Background: an optimization exercise with open tools, aiming at a short achievable clock period and few clock cycles. Do not read the settings as production practice.
Where RTL was checked, it was by simulation tests only, not by an equivalence proof against the original.
Power and IR drop assume default switching activity.

## old
// cu_codec
module cu_codec (
    input  wire        clk,
    input  wire        rst_n,
    input  wire        req_valid,
    output wire        req_ready,
    input  wire [7:0]  req_op,
    input  wire [31:0] req_a,
    input  wire [31:0] req_v,
    input  wire [31:0] req_r,
    input  wire        close,
    output reg         rsp_valid,
    output reg  [2:0]  rsp_code,
    output reg  [2:0]  rsp_kind,
    output reg  [31:0] rsp_fuel,
    output reg  [3:0]  rsp_start,
    output reg  [3:0]  rsp_mode,
    output reg  [7:0]  rsp_pit,
    output reg  [3:0]  rsp_display,
    output reg  [4:0]  rsp_tm_addr,
    output reg  [31:0] rsp_tm_stamp,
    output reg  [3:0]  rsp_tm_sector,
    output reg  [31:0] rsp_version,
    output reg  [15:0] rsp_raw_len,
    output reg  [63:0] rsp_raw_head,
    output reg  [15:0] discards,
    output wire        tx_valid,
    input  wire        tx_ready,
    output wire [7:0]  tx_data,
    output wire        tx_last,
    input  wire [1:0]  tx_status,
    input  wire        rx_valid,
    output wire        rx_ready,
    input  wire [7:0]  rx_data,
    input  wire        rx_last,
    input  wire        rx_timeout,
    input  wire        rx_ioerr,
    output reg         diag_valid,
    output reg  [7:0]  diag_byte
);
Size: about 2000 cells after synthesis, about 540 flip-flops, about 370 I/O pins, about 20000 um2 of cells after synthesis.
==> flow/config.mk <==
export PLATFORM = sky130hd
export DESIGN_NAME = cu_codec
export DESIGN_NICKNAME = cu_codec
export VERILOG_FILES = /design/flow/design.v
export SDC_FILE = /design/flow/constraint.sdc
export NUM_CORES = 4
export LEC_CHECK = 0
export ABC_CLOCK_PERIOD_IN_PS = 1000
export CAP_MARGIN = 20
export CORE_MARGIN = 2
export CORE_UTILIZATION = 50
export PLACE_DENSITY = 0.6
export SLEW_MARGIN = 20
==> flow/constraint.sdc <==
create_clock -name core_clock -period 12.0 [get_ports {clk}]
set_input_delay 2.4000 -clock core_clock [delete_from_list [all_inputs] [get_ports {clk}]]
set_output_delay 2.4000 -clock core_clock [all_outputs]
set_load 0.01 [all_outputs]
standard.sh (not shown) runs the stock make flow with config.mk's settings and CLKGATE_MAP_FILE= SYNTH_SCRIPT=/design/flow/synth_recipe.tcl, a recipe that flattens the netlist after the stock synthesis.
==> flow/flow/run.sh <==
#!/bin/bash
# The standard layout (the standard.sh: standard synthesis, floorplan,
# placement, CTS, routing, finish) with the same SDC and settings, except:
#  * port buffers are sky130_fd_sc_hd__buf_4 (ORFS otherwise picks
#    clkdlybuf4s50_1, a slow delay buffer, for every port);
#  * the resizer's setup repair aims for a larger slack margin, so that the
#    layout is optimised beyond the constraint's 12 ns.
set -euo pipefail
export BUFFER_PORTS_ARGS="-buffer_cell sky130_fd_sc_hd__buf_4"
export SETUP_SLACK_MARGIN=8.8
bash standard.sh finish > standard_flow.log 2>&1
## Diff of input files: new against old
--- a/flow/config.mk
+++ b/flow/config.mk
@@ -11,2 +11,4 @@
 export CORE_UTILIZATION = 50
+export CTS_CLUSTER_DIAMETER = 80
+export CTS_CLUSTER_SIZE = 24
 export PLACE_DENSITY = 0.6
### Flow results
Going from old to new, critical path depth saw an increase, routed wire length lost 2.8%, met3 routing resource usage after global routing fell 1.9 points, area used by sequential logic in the layout about even.
Result: PASS for each of old and new
Function was not checked in any run of this note: the RTL went through the layout flow alone.

========
Another version of the RTL of cu_codec (not shown whole).
For scale: roughly 1900 cells after synthesis, about 370 I/O pins, about 0.019 mm2 of cells after synthesis.
export LEC_CHECK = 0
export ABC_CLOCK_PERIOD_IN_PS = 1000
export CAP_MARGIN = 20
export CORE_MARGIN = 2
export CORE_UTILIZATION = 40
export PLACE_DENSITY = 0.6
export SLEW_MARGIN = 20
create_clock -name core_clock -period 12.0 [get_ports {clk}]
==> flow/flow/run.sh <==
#!/bin/bash
# The standard layout (the standard.sh: standard synthesis, floorplan,
# placement, CTS, routing, finish) with the same SDC and settings, but with
# the resizer's setup repair aiming for a larger slack margin, so that the
# layout is optimised beyond the constraint's 12 ns.
set -euo pipefail
export SETUP_SLACK_MARGIN=8.8
bash standard.sh finish > standard_flow.log 2>&1
The starting point went through all stages and came out clean.
Testbench counts at the start, summed over its fixed seeds: cycles 116,133.
Edit:
==> flow/flow/run.sh (replaced) <==
#!/bin/bash
# The standard layout (the standard.sh: standard synthesis, floorplan,
# placement, CTS, routing, finish) with the same SDC and settings, except:
#  * port buffers are sky130_fd_sc_hd__buf_4 (ORFS otherwise picks
#    clkdlybuf4s50_1, a slow delay buffer, for every port);
#  * the resizer's setup repair aims for a larger slack margin, so that the
#    layout is optimised beyond the constraint's 12 ns.
set -euo pipefail
export BUFFER_PORTS_ARGS="-buffer_cell sky130_fd_sc_hd__buf_4"
export SETUP_SLACK_MARGIN=8.8
bash standard.sh finish > standard_flow.log 2>&1
Total power rises slightly.
Synthesized cell count is unchanged.
Wire length rises slightly.

========
Another version of the RTL of cu_codec (not shown whole).
Size: roughly 1900 cells after synthesis, about 370 I/O pins, roughly 19000 µm² of cells after synthesis.
Settings: LEC_CHECK=0, ABC_CLOCK_PERIOD_IN_PS=1000, CAP_MARGIN=20, CORE_MARGIN=2, CORE_UTILIZATION=65, PLACE_DENSITY=0.75, SLEW_MARGIN=20; clock period 12.0 ns.
==> flow/flow/run.sh <==
#!/bin/bash
# The standard layout (the standard.sh: standard synthesis, floorplan,
# placement, CTS, routing, finish) with the same SDC and settings, except:
#  * port buffers are sky130_fd_sc_hd__buf_4 (ORFS otherwise picks
#    clkdlybuf4s50_1, a slow delay buffer, for every port);
#  * the resizer's setup repair aims for a larger slack margin, so that the
#    layout is optimised beyond the constraint's 12 ns.
set -euo pipefail
export BUFFER_PORTS_ARGS="-buffer_cell sky130_fd_sc_hd__buf_4"
export SETUP_SLACK_MARGIN=8.8
bash standard.sh finish > standard_flow.log 2>&1
The starting point completed without violations.
Testbench counts at the start, summed over its fixed seeds: cycles 117,208.
Rerun with:
--- a/flow/config.mk
+++ b/flow/config.mk
@@ -9,5 +9,5 @@
 export CAP_MARGIN = 20
 export CORE_MARGIN = 2
-export CORE_UTILIZATION = 65
-export PLACE_DENSITY = 0.75
+export CORE_UTILIZATION = 50
+export PLACE_DENSITY = 0.6
 export SLEW_MARGIN = 20
=> Total power drops slightly. Maximum frequency climbs slightly. Utilization drops by 21 points. First-iteration DRC count drops by well over a third. Setup slack improves by 0.028 ns. Worst hold slack hardly moves.
Rerun with:
--- a/flow/config.mk
+++ b/flow/config.mk
@@ -9,5 +9,5 @@
 export CAP_MARGIN = 20
 export CORE_MARGIN = 2
-export CORE_UTILIZATION = 50
-export PLACE_DENSITY = 0.6
+export CORE_UTILIZATION = 75
+export PLACE_DENSITY = 0.85
 export SLEW_MARGIN = 20
=> Now the flow ended with an error in clock tree synthesis (4_1_cts); synthesized area stays the same; synthesized cell count is unchanged.

========
## orange
Another version of the RTL of cu_codec (not shown whole).
For scale: about 260 flip-flops, ~370 I/O pins, about 0.012 mm² of cells after synthesis.
Settings: LEC_CHECK=0, ABC_CLOCK_PERIOD_IN_PS=1000, CAP_MARGIN=20, CORE_MARGIN=2, CORE_UTILIZATION=40, PLACE_DENSITY=0.6, SLEW_MARGIN=20; clock period 12.0 ns.
run.sh (not shown) runs the stock make flow with config.mk's settings and CLKGATE_MAP_FILE= SYNTH_SCRIPT=/design/flow/synth_recipe.tcl, a recipe that flattens the netlist after the stock synthesis.
Stock flow here: none of the scripts above is used.
No stage failed in orange, and the final checks on the layout all came back clean.
Testbench counts of orange, summed over its fixed seeds: cycles 116,133.
Changes in purple relative to orange:
Settings: ABC_CLOCK_PERIOD_IN_PS no longer set, was 1000.
Findings:
Any difference in number of clock buffer instances in the layout between purple and orange is small enough to ignore. Re setup slack after placement: no difference whatsoever between orange and purple. The critical path data required time of purple and that of orange are within noise of each other. orange -> purple: layout multi-input combinational cell count delta 0, exact match. Comparing purple against orange, there is no change at all in number of hold violations in the final report. orange -> purple: combined flip-flop and latch cell area delta 0, exact match. For fraction of the yosys area taken by sequential cells, purple and orange come out practically identical. purple -> orange: final total negative setup slack delta 0, exact match. Comparing purple against orange, there is no change at all in global-route usage. Between orange and purple, the clock group share of total power does not differ in any meaningful way.

-- what the ideal ports hide --
The results above use ideal ports. As a check the final layouts listed here were re-extracted and re-timed, cells and wires unchanged. Step 1 assumes that a clkbuf_16 drives the clock port and a buf_2 every other input. Step 2, shift: input delay + t, output delay - t, t = (earliest + latest rising clock arrival at the registers) / 2. This alone moves slack from input paths to output paths. Three values: ideal, step 1, step 2; two values: the first two.
run | t, ns | setup slack, ns | pins driven straight from the clock port
old | 0.640 | 7.687 / 7.687 / 7.687 | 1
new | 0.651 | 7.701 / 7.701 / 7.701 | 1
the first run of note 2 | 0.641 | 8.351 / 8.372 / 7.731 | 1
the second run of note 2 | 0.647 | 8.351 / 8.371 / 7.724 | 1
the first run of note 3 | 0.617 | 8.503 / 8.470 / 7.874 | 1
the second run of note 3 | 0.641 | 8.531 / 8.477 / 7.952 | 1
orange | 0.597 | 7.166 / 7.193 / 6.595 | 1
purple | 0.597 | 7.166 / 7.193 / 6.595 | 1
After both steps setup and hold are still met in every run listed. For the first run of note 3, which loses most, drivers alone change the setup slack by -0.033 ns; drivers and shift together by -0.629 ns.
